Context: an optimization exercise on an open-source flow, tuned for small area, a short achievable clock period and few clock cycles. The choices shown serve that exercise and are no tape-out recipe. Where RTL was checked, it was by simulation tests only, not by an equivalence proof against the original. Power is estimated from default activity; no workload was simulated.

## the reference run
==> flow/design.v <==
module zz_extract (
    input  wire        clk,
    input  wire        rst,
    input  wire        reg_valid,
    input  wire        reg_we,
    input  wire [7:0]  reg_addr,
    input  wire [31:0] reg_wdata,
    output reg  [31:0] reg_rdata,
    output wire        coef_req,
    output wire [15:0] coef_row,
    output wire [15:0] coef_col,
    input  wire [15:0] coef_rdata,
    output reg         pay_we,
    output wire [31:0] pay_addr,
    output reg  [7:0]  pay_wdata
);
    reg        busy, done;
    reg        init;           
    reg [15:0] grid_h, grid_w;   
    reg        gh_ok, gw_ok;
    reg        req;
    reg [12:0] bxi, byi;       
    reg [2:0]  r, c;           
    reg        sdone;          
    reg        v1;             
    reg        u2, b2;         
    reg [31:0] tcnt;           
    reg [31:0] len;            
    reg [28:0] outcnt;         
    reg        hdr_ok;
    reg        underrun;
    assign coef_req = req;
    assign coef_row = {byi, r};
    assign coef_col = {bxi, c};
    assign pay_addr = {3'd0, outcnt};
    wire host_wr   = reg_valid && reg_we;
    wire wr_ok     = host_wr && !busy;
    wire wr_ctrl   = wr_ok && (reg_addr == 8'h00);
    wire cmd_start = wr_ctrl && reg_wdata[0];
    wire cmd_clear = wr_ctrl && !reg_wdata[0] && reg_wdata[1];
    wire [12:0] wq  = grid_w[15:3];
    wire [2:0]  wr8 = grid_w[2:0];
    wire [12:0] hq  = grid_h[15:3];
    wire [2:0]  hr8 = grid_h[2:0];
    reg         lc, lb;                
    wire [2:0]  cm = lc ? wr8 - 3'd1 : 3'd7;
    wire [2:0]  rm = lb ? hr8 - 3'd1 : 3'd7;
    wire        blk_end = (r == rm) && (c == cm);
    wire        even    = ~(r[0] ^ c[0]);
    reg  [2:0]  nr, nc;
    always @(*) begin
        nr = r; nc = c;
        if (even) begin
            if (c == cm)          nr = r + 3'd1;
            else if (r == 3'd0)   nc = c + 3'd1;
            else begin            nr = r - 3'd1; nc = c + 3'd1; end
        end else begin
            if (r == rm)          nc = c + 3'd1;
            else if (c == 3'd0)   nr = r + 3'd1;
            else begin            nr = r + 3'd1; nc = c - 3'd1; end
        end
    end
    wire        first   = busy && init;
    wire [12:0] bxi_inc = bxi + 13'd1;
    wire [12:0] byi_inc = byi + 13'd1;
    wire        eqx = (bxi_inc == wq);
    wire        eqy = (byi_inc == hq);
    wire        nlc  = (first || lc) ? (wq == 13'd0) : eqx;
    wire        nlb  = first ? (hq == 13'd0) : (lc ? eqy : lb);
    wire        ncm0 = nlc && (wr8 == 3'd1);
    wire        nrm0 = nlb && (hr8 == 3'd1);
    wire        last = (lc && lb) || (ncm0 && nrm0);
    wire        g_empty = !gh_ok || !gw_ok ||
                          (grid_h == 16'd0) || (grid_w == 16'd0) ||
                          (ncm0 && nrm0);
    wire usable = !((coef_rdata[15:1] == 15'd0) || (coef_rdata == 16'hFFFF));
    wire fin  = sdone && !v1 && !u2 && !pay_we;
    wire pact = hdr_ok && !((len[31:29] == 3'd0) && (len[28:0] == outcnt));
    wire [31:0] status = {20'd0, 3'd0, done && !hdr_ok, 3'd0,
                          hdr_ok && (busy || done), done && underrun,
                          done && !hdr_ok, done, busy};
    always @(posedge clk) begin
        reg_rdata <= 32'd0;
        case (reg_addr)
            8'h04: reg_rdata <= status;
            8'h08: if (gh_ok) reg_rdata <= {16'd0, grid_h};
            8'h0C: if (gw_ok) reg_rdata <= {16'd0, grid_w};
            8'h10: if (!init) reg_rdata <= len;
            8'h14: if (!init) reg_rdata <= {3'd0, outcnt};
            8'h18: if (!init) reg_rdata <= tcnt;
            default: ;
        endcase
    end
    always @(posedge clk) begin
        if (wr8 == 3'd0)                 lc <= eqx;
        else if (first || (req && blk_end)) lc <= nlc;
        if (hr8 == 3'd0)                 lb <= eqy;
        else if (first || (req && blk_end)) lb <= nlb;
        if (wr_ok && reg_addr == 8'h08) grid_h <= reg_wdata[15:0];
        if (wr_ok && reg_addr == 8'h0C) grid_w <= reg_wdata[15:0];
        b2 <= coef_rdata[0];
        if (first) begin
            bxi <= 13'd0;
            byi <= 13'd0;
            r   <= ncm0 ? 3'd1 : 3'd0;
            c   <= ncm0 ? 3'd0 : 3'd1;
        end else if (req) begin
            if (!blk_end) begin
                r <= nr;
                c <= nc;
            end else begin
                bxi <= lc ? 13'd0 : bxi_inc;
                if (lc) byi <= byi_inc;
                r   <= ncm0 ? 3'd1 : 3'd0;
                c   <= ncm0 ? 3'd0 : 3'd1;
            end
        end
        if (u2 && pact) begin
            case (tcnt[2:0])
                3'd0: pay_wdata <= {b2, 7'd0};
                3'd1: pay_wdata[6] <= b2;
                3'd2: pay_wdata[5] <= b2;
                3'd3: pay_wdata[4] <= b2;
                3'd4: pay_wdata[3] <= b2;
                3'd5: pay_wdata[2] <= b2;
                3'd6: pay_wdata[1] <= b2;
                default: pay_wdata[0] <= b2;
            endcase
        end
    end
    always @(posedge clk) begin
        if (rst) begin
            busy     <= 1'b0;
            done     <= 1'b0;
            init     <= 1'b0;
            gh_ok    <= 1'b0;
            gw_ok    <= 1'b0;
            req      <= 1'b0;
            sdone    <= 1'b0;
            v1       <= 1'b0;
            u2       <= 1'b0;
            tcnt     <= 32'd0;
            len      <= 32'd0;
            outcnt   <= 29'd0;
            hdr_ok   <= 1'b0;
            underrun <= 1'b0;
            pay_we   <= 1'b0;
        end else begin
            init <= cmd_start || cmd_clear;
            if (cmd_start) begin
                busy <= 1'b1;
                done <= 1'b0;
            end else if (cmd_clear) begin
                done <= 1'b0;
            end
            if (wr_ok && reg_addr == 8'h08) gh_ok <= 1'b1;
            if (wr_ok && reg_addr == 8'h0C) gw_ok <= 1'b1;
            if (first) begin
                if (g_empty) sdone <= 1'b1;
                else         req   <= 1'b1;
            end else if (req && blk_end && last) begin
                req   <= 1'b0;
                sdone <= 1'b1;
            end
            if (fin) begin
                sdone <= 1'b0;
                busy  <= 1'b0;
                done  <= 1'b1;
            end
            v1 <= req;
            u2 <= v1 && usable;
            pay_we <= 1'b0;
            if (init) begin
                tcnt     <= 32'd0;
                len      <= 32'd0;
                outcnt   <= 29'd0;
                hdr_ok   <= 1'b0;
                underrun <= 1'b0;
            end else begin
                if (u2) begin
                    tcnt <= tcnt + 32'd1;
                    if (!hdr_ok) begin
                        len <= {len[30:0], b2};
                        if (tcnt[4:0] == 5'd31) hdr_ok <= 1'b1;
                    end else if (pact && tcnt[2:0] == 3'd7) begin
                        pay_we <= 1'b1;
                    end
                end
                if (pay_we) outcnt <= outcnt + 29'd1;
                if (fin && pact) begin
                    underrun <= 1'b1;
                    if (tcnt[2:0] != 3'd0) pay_we <= 1'b1;
                end
            end
        end
    end
endmodule
clock: 8.5 ns
lec_check: 0
cap_margin: 20
core_margin: 2
core_utilization: 40
setup_slack_margin: 5
slew_margin: 20
tns_end_percent: 0
standard.sh (not shown) runs the stock make flow with config.mk's settings and CLKGATE_MAP_FILE= SYNTH_SCRIPT=/design/flow/synth_recipe.tcl, a recipe that flattens the netlist after the stock synthesis.
==> flow/flow/run.sh <==
#!/bin/bash
# The standard layout (standard.sh), with the port buffers made of
# sky130_fd_sc_hd__buf_1 cells, a larger setup repair margin, and a clock
# tree of small clock buffers without dummy loads.
# make's full output goes to flow_make.log; ORFS keeps each step's own log
# under orfs/logs/.
set -uo pipefail
bash standard.sh "BUFFER_PORTS_ARGS=-buffer_cell sky130_fd_sc_hd__buf_1" SETUP_SLACK_MARGIN=5.8 \
  "CTS_ARGS=-sink_clustering_enable -repair_clock_nets -root_buf sky130_fd_sc_hd__clkbuf_8 -buf_list sky130_fd_sc_hd__clkbuf_8 -dont_use_dummy_load -sink_clustering_size 16 -sink_clustering_max_diameter 70" \
  finish > flow_make.log 2>&1
[inputs] the trial run vs the reference run
--- a/flow/design.v
+++ b/flow/design.v
@@ -63,10 +63,14 @@
     wire        first   = busy && init;
     wire [12:0] bxi_inc = bxi + 13'd1;
     wire [12:0] byi_inc = byi + 13'd1;
-    wire        eqx = (bxi_inc == wq);
-    wire        eqy = (byi_inc == hq);
-    wire        nlc  = (first || lc) ? (wq == 13'd0) : eqx;
-    wire        nlb  = first ? (hq == 13'd0) : (lc ? eqy : lb);
+    wire [12:0] bxi_p2  = {bxi[12:1] + 12'd1, bxi[0]};
+    wire [12:0] byi_p2  = {byi[12:1] + 12'd1, byi[0]};
+    wire        w_le8 = (wq == 13'd0) || ((wq == 13'd1) && (wr8 == 3'd0));
+    wire        h_le8 = (hq == 13'd0) || ((hq == 13'd1) && (hr8 == 3'd0));
+    wire        x1_last = (wr8 != 3'd0) ? (bxi_inc == wq) : (bxi_p2 == wq);
+    wire        y1_last = (hr8 != 3'd0) ? (byi_inc == hq) : (byi_p2 == hq);
+    wire        nlc  = (first || lc) ? w_le8 : x1_last;
+    wire        nlb  = first ? h_le8 : (lc ? y1_last : lb);
     wire        ncm0 = nlc && (wr8 == 3'd1);
     wire        nrm0 = nlb && (hr8 == 3'd1);
     wire        last = (lc && lb) || (ncm0 && nrm0);
@@ -92,16 +96,14 @@
         endcase
     end
     always @(posedge clk) begin
-        if (wr8 == 3'd0)                 lc <= eqx;
-        else if (first || (req && blk_end)) lc <= nlc;
-        if (hr8 == 3'd0)                 lb <= eqy;
-        else if (first || (req && blk_end)) lb <= nlb;
         if (wr_ok && reg_addr == 8'h08) grid_h <= reg_wdata[15:0];
         if (wr_ok && reg_addr == 8'h0C) grid_w <= reg_wdata[15:0];
         b2 <= coef_rdata[0];
         if (first) begin
             bxi <= 13'd0;
             byi <= 13'd0;
+            lc  <= nlc;
+            lb  <= nlb;
             r   <= ncm0 ? 3'd1 : 3'd0;
             c   <= ncm0 ? 3'd0 : 3'd1;
         end else if (req) begin
@@ -111,6 +113,8 @@
             end else begin
                 bxi <= lc ? 13'd0 : bxi_inc;
                 if (lc) byi <= byi_inc;
+                lc  <= nlc;
+                lb  <= nlb;
                 r   <= ncm0 ? 3'd1 : 3'd0;
                 c   <= ncm0 ? 3'd0 : 3'd1;
             end
[summary]
- Having completed the whole flow, the trial run delivered a layout that passed the timing, design-rule and antenna checks.
- [the trial run vs the reference run] worst setup slack: lower in the trial run
- Total wire length: the reference run vs the trial run — no meaningful difference
- Worst slew margin relative to its limit in the trial run vs the reference run: up 8.8 points
- Lower post-cts gate resize count goes to the reference run over the trial run.
- Between the reference run and the trial run, the part of the total power dissipated in combinational logic figures differ only marginally.
Testbench counts of the trial run, summed over its fixed seeds: cycles 93,551.
The RTL of the reference run was laid out without a check of its function.

---

Another version of the RTL of zz_extract (not shown whole).
For scale: ~1200 cells after synthesis, roughly 210 flip-flops, about 170 I/O pins, ~11000 sq um of cells after synthesis.
==> module zz_extract, before the edit <==
module zz_extract (
    input  wire        clk,
    input  wire        rst,
    input  wire        reg_valid,
    input  wire        reg_we,
    input  wire [7:0]  reg_addr,
    input  wire [31:0] reg_wdata,
    output reg  [31:0] reg_rdata,
    output wire        coef_req,
    output wire [15:0] coef_row,
    output wire [15:0] coef_col,
    input  wire [15:0] coef_rdata,
    output reg         pay_we,
    output wire [31:0] pay_addr,
    output reg  [7:0]  pay_wdata
);
    reg        busy, done;
    reg        init;           
    reg [15:0] grid_h, grid_w;   
    reg        gh_ok, gw_ok;
    reg        req;
    reg [12:0] bxi, byi;       
    reg [2:0]  r, c;           
    reg        sdone;          
    reg        v1;             
    reg        u2, b2;         
    reg [31:0] tcnt;           
    reg [31:0] len;            
    reg [28:0] outcnt;         
    reg        hdr_ok;
    reg        underrun;
    assign coef_req = req;
    assign coef_row = {byi, r};
    assign coef_col = {bxi, c};
    assign pay_addr = {3'd0, outcnt};
    wire host_wr   = reg_valid && reg_we;
    wire wr_ok     = host_wr && !busy;
    wire wr_ctrl   = wr_ok && (reg_addr == 8'h00);
    wire cmd_start = wr_ctrl && reg_wdata[0];
    wire cmd_clear = wr_ctrl && !reg_wdata[0] && reg_wdata[1];
    wire [12:0] wq  = grid_w[15:3];
    wire [2:0]  wr8 = grid_w[2:0];
    wire [12:0] hq  = grid_h[15:3];
    wire [2:0]  hr8 = grid_h[2:0];
    reg         lc, lb;                
    wire [2:0]  cm = lc ? wr8 - 3'd1 : 3'd7;
    wire [2:0]  rm = lb ? hr8 - 3'd1 : 3'd7;
    wire        blk_end = (r == rm) && (c == cm);
    wire        even    = ~(r[0] ^ c[0]);
    reg  [2:0]  nr, nc;
    always @(*) begin
        nr = r; nc = c;
        if (even) begin
            if (c == cm)          nr = r + 3'd1;
            else if (r == 3'd0)   nc = c + 3'd1;
            else begin            nr = r - 3'd1; nc = c + 3'd1; end
        end else begin
            if (r == rm)          nc = c + 3'd1;
            else if (c == 3'd0)   nr = r + 3'd1;
            else begin            nr = r + 3'd1; nc = c - 3'd1; end
        end
    end
    wire        first   = busy && init;
    wire [12:0] bxi_inc = bxi + 13'd1;
    wire [12:0] byi_inc = byi + 13'd1;
    wire [12:0] bxi_p2  = {bxi[12:1] + 12'd1, bxi[0]};
    wire [12:0] byi_p2  = {byi[12:1] + 12'd1, byi[0]};
    wire        w_le8 = (wq == 13'd0) || ((wq == 13'd1) && (wr8 == 3'd0));
    wire        h_le8 = (hq == 13'd0) || ((hq == 13'd1) && (hr8 == 3'd0));
    wire        x1_last = (wr8 != 3'd0) ? (bxi_inc == wq) : (bxi_p2 == wq);
    wire        y1_last = (hr8 != 3'd0) ? (byi_inc == hq) : (byi_p2 == hq);
    wire        nlc  = (first || lc) ? w_le8 : x1_last;
    wire        nlb  = first ? h_le8 : (lc ? y1_last : lb);
    wire        ncm0 = nlc && (wr8 == 3'd1);
    wire        nrm0 = nlb && (hr8 == 3'd1);
    wire        last = (lc && lb) || (ncm0 && nrm0);
    wire        g_empty = !gh_ok || !gw_ok ||
                          (grid_h == 16'd0) || (grid_w == 16'd0) ||
                          (ncm0 && nrm0);
    wire usable = !((coef_rdata[15:1] == 15'd0) || (coef_rdata == 16'hFFFF));
    wire fin  = sdone && !v1 && !u2 && !pay_we;
    wire pact = hdr_ok && !((len[31:29] == 3'd0) && (len[28:0] == outcnt));
    wire [31:0] status = {20'd0, 3'd0, done && !hdr_ok, 3'd0,
                          hdr_ok && (busy || done), done && underrun,
                          done && !hdr_ok, done, busy};
    always @(posedge clk) begin
        reg_rdata <= 32'd0;
        case (reg_addr)
            8'h04: reg_rdata <= status;
            8'h08: if (gh_ok) reg_rdata <= {16'd0, grid_h};
            8'h0C: if (gw_ok) reg_rdata <= {16'd0, grid_w};
            8'h10: if (!init) reg_rdata <= len;
            8'h14: if (!init) reg_rdata <= {3'd0, outcnt};
            8'h18: if (!init) reg_rdata <= tcnt;
            default: ;
        endcase
    end
    always @(posedge clk) begin
        if (wr_ok && reg_addr == 8'h08) grid_h <= reg_wdata[15:0];
        if (wr_ok && reg_addr == 8'h0C) grid_w <= reg_wdata[15:0];
        b2 <= coef_rdata[0];
        if (first) begin
            bxi <= 13'd0;
            byi <= 13'd0;
            lc  <= nlc;
            lb  <= nlb;
            r   <= ncm0 ? 3'd1 : 3'd0;
            c   <= ncm0 ? 3'd0 : 3'd1;
        end else if (req) begin
            if (!blk_end) begin
                r <= nr;
                c <= nc;
            end else begin
                bxi <= lc ? 13'd0 : bxi_inc;
                if (lc) byi <= byi_inc;
                lc  <= nlc;
                lb  <= nlb;
                r   <= ncm0 ? 3'd1 : 3'd0;
                c   <= ncm0 ? 3'd0 : 3'd1;
            end
        end
        if (u2 && pact) begin
            case (tcnt[2:0])
                3'd0: pay_wdata <= {b2, 7'd0};
                3'd1: pay_wdata[6] <= b2;
                3'd2: pay_wdata[5] <= b2;
                3'd3: pay_wdata[4] <= b2;
                3'd4: pay_wdata[3] <= b2;
                3'd5: pay_wdata[2] <= b2;
                3'd6: pay_wdata[1] <= b2;
                default: pay_wdata[0] <= b2;
            endcase
        end
    end
    always @(posedge clk) begin
        if (rst) begin
            busy     <= 1'b0;
            done     <= 1'b0;
            init     <= 1'b1;           
            gh_ok    <= 1'b0;
            gw_ok    <= 1'b0;
            req      <= 1'b0;
            sdone    <= 1'b0;
            v1       <= 1'b0;
            u2       <= 1'b0;
            pay_we   <= 1'b0;
        end else begin
            init <= cmd_start || cmd_clear;
            if (cmd_start) begin
                busy <= 1'b1;
                done <= 1'b0;
            end else if (cmd_clear) begin
                done <= 1'b0;
            end
            if (wr_ok && reg_addr == 8'h08) gh_ok <= 1'b1;
            if (wr_ok && reg_addr == 8'h0C) gw_ok <= 1'b1;
            if (first) begin
                if (g_empty) sdone <= 1'b1;
                else         req   <= 1'b1;
            end else if (req && blk_end && last) begin
                req   <= 1'b0;
                sdone <= 1'b1;
            end
            if (fin) begin
                sdone <= 1'b0;
                busy  <= 1'b0;
                done  <= 1'b1;
            end
            v1 <= req;
            u2 <= v1 && usable;
            pay_we <= 1'b0;
            if (!init) begin
                if (u2 && hdr_ok && pact && tcnt[2:0] == 3'd7) pay_we <= 1'b1;
                if (fin && pact && tcnt[2:0] != 3'd0)          pay_we <= 1'b1;
            end
        end
    end
    always @(posedge clk) begin
        if (init) begin
            tcnt     <= 32'd0;
            len      <= 32'd0;
            outcnt   <= 29'd0;
            hdr_ok   <= 1'b0;
            underrun <= 1'b0;
        end else begin
            if (u2) begin
                tcnt <= tcnt + 32'd1;
                if (!hdr_ok) begin
                    len <= {len[30:0], b2};
                    if (tcnt[4:0] == 5'd31) hdr_ok <= 1'b1;
                end
            end
            if (pay_we) outcnt <= outcnt + 29'd1;
            if (fin && pact) underrun <= 1'b1;
        end
    end
endmodule
export LEC_CHECK = 0
export CAP_MARGIN = 20
export CORE_MARGIN = 2
export CORE_UTILIZATION = 40
export SETUP_SLACK_MARGIN = 5
export SLEW_MARGIN = 20
export TNS_END_PERCENT = 0
create_clock -name core_clock -period 8.5 [get_ports {clk}]
==> flow/flow/run.sh <==
#!/bin/bash
# The standard layout (standard.sh), with the port buffers made of
# sky130_fd_sc_hd__buf_1 cells, a larger setup repair margin, and a clock
# tree of small clock buffers without dummy loads.
# make's full output goes to flow_make.log; ORFS keeps each step's own log
# under orfs/logs/.
set -uo pipefail
bash standard.sh "BUFFER_PORTS_ARGS=-buffer_cell sky130_fd_sc_hd__buf_1" SETUP_SLACK_MARGIN=5.8 \
  "CTS_ARGS=-sink_clustering_enable -repair_clock_nets -root_buf sky130_fd_sc_hd__clkbuf_16 -buf_list sky130_fd_sc_hd__clkbuf_8 -dont_use_dummy_load -sink_clustering_size 16 -sink_clustering_max_diameter 70" \
  finish > flow_make.log 2>&1
Change:
--- a/flow/design.v
+++ b/flow/design.v
@@ -134,17 +134,22 @@
     end
     always @(posedge clk) begin
         if (rst) begin
             busy     <= 1'b0;
             done     <= 1'b0;
-            init     <= 1'b1;           
+            init     <= 1'b0;
             gh_ok    <= 1'b0;
             gw_ok    <= 1'b0;
             req      <= 1'b0;
             sdone    <= 1'b0;
             v1       <= 1'b0;
             u2       <= 1'b0;
+            tcnt     <= 32'd0;
+            len      <= 32'd0;
+            outcnt   <= 29'd0;
+            hdr_ok   <= 1'b0;
+            underrun <= 1'b0;
             pay_we   <= 1'b0;
         end else begin
             init <= cmd_start || cmd_clear;
             if (cmd_start) begin
                 busy <= 1'b1;
@@ -167,31 +172,30 @@
                 done  <= 1'b1;
             end
             v1 <= req;
             u2 <= v1 && usable;
             pay_we <= 1'b0;
-            if (!init) begin
-                if (u2 && hdr_ok && pact && tcnt[2:0] == 3'd7) pay_we <= 1'b1;
-                if (fin && pact && tcnt[2:0] != 3'd0)          pay_we <= 1'b1;
-            end
-        end
-    end
-    always @(posedge clk) begin
-        if (init) begin
-            tcnt     <= 32'd0;
-            len      <= 32'd0;
-            outcnt   <= 29'd0;
-            hdr_ok   <= 1'b0;
-            underrun <= 1'b0;
-        end else begin
-            if (u2) begin
-                tcnt <= tcnt + 32'd1;
-                if (!hdr_ok) begin
-                    len <= {len[30:0], b2};
-                    if (tcnt[4:0] == 5'd31) hdr_ok <= 1'b1;
+            if (init) begin
+                tcnt     <= 32'd0;
+                len      <= 32'd0;
+                outcnt   <= 29'd0;
+                hdr_ok   <= 1'b0;
+                underrun <= 1'b0;
+            end else begin
+                if (u2) begin
+                    tcnt <= tcnt + 32'd1;
+                    if (!hdr_ok) begin
+                        len <= {len[30:0], b2};
+                        if (tcnt[4:0] == 5'd31) hdr_ok <= 1'b1;
+                    end else if (pact && tcnt[2:0] == 3'd7) begin
+                        pay_we <= 1'b1;
+                    end
                 end
-            end
-            if (pay_we) outcnt <= outcnt + 29'd1;
-            if (fin && pact) underrun <= 1'b1;
+                if (pay_we) outcnt <= outcnt + 29'd1;
+                if (fin && pact) begin
+                    underrun <= 1'b1;
+                    if (tcnt[2:0] != 3'd0) pay_we <= 1'b1;
+                end
+            end
         end
     end
 endmodule
Effect: Worst hold slack gets better by 40 ps; register-to-register slack gets better by 20 ps; clock-buffer cell count falls by 1; area after synthesis falls by 0.78%; sequential power is about the same; setup slack gets better by 63 ps; total power falls by 0.79%; die area falls by 0.76%; synthesized cell count is unchanged; global-route usage stays flat; final area rises by 0.30%.
Testbench counts after the change, summed over its fixed seeds: cycles 93,551.
For the first run of this note, only the layout was checked, not whether the RTL still works.

[what the ideal ports hide]
Ports are ideal in the flow. The routed layouts listed here were re-timed in OpenROAD. Step 1 (the two cells are an assumption about what drives the block):
set clk [get_ports {clk}]
set_driving_cell -lib_cell sky130_fd_sc_hd__clkbuf_16 $clk
set_driving_cell -lib_cell sky130_fd_sc_hd__buf_2 [delete_from_list [all_inputs] $clk]
Step 2 moves the port delays by t, midway between the first and last clock arrival at a register: inputs arrive t later, outputs are due t later. That takes back most of the time a late clock gives input paths. Slacks: no drivers / after step 1 / after step 2; pairs: no drivers / after step 1.
run	shift t [ns]	setup slack, ns	worst register clock-pin slew, ns
the reference run	0.550	5.612 / 5.572 / 5.101	0.11 / 0.11
the trial run	0.557	5.605 / 5.563 / 5.164	0.10 / 0.10
the first run of note 2	0.511	5.621 / 5.572 / 5.281	0.11 / 0.11
the second run of note 2	0.512	5.685 / 5.639 / 5.256	0.10 / 0.10
After both steps setup and hold are still met in every run listed. For the reference run, which loses most, drivers alone change the setup slack by -0.040 ns; drivers and shift together by -0.511 ns.
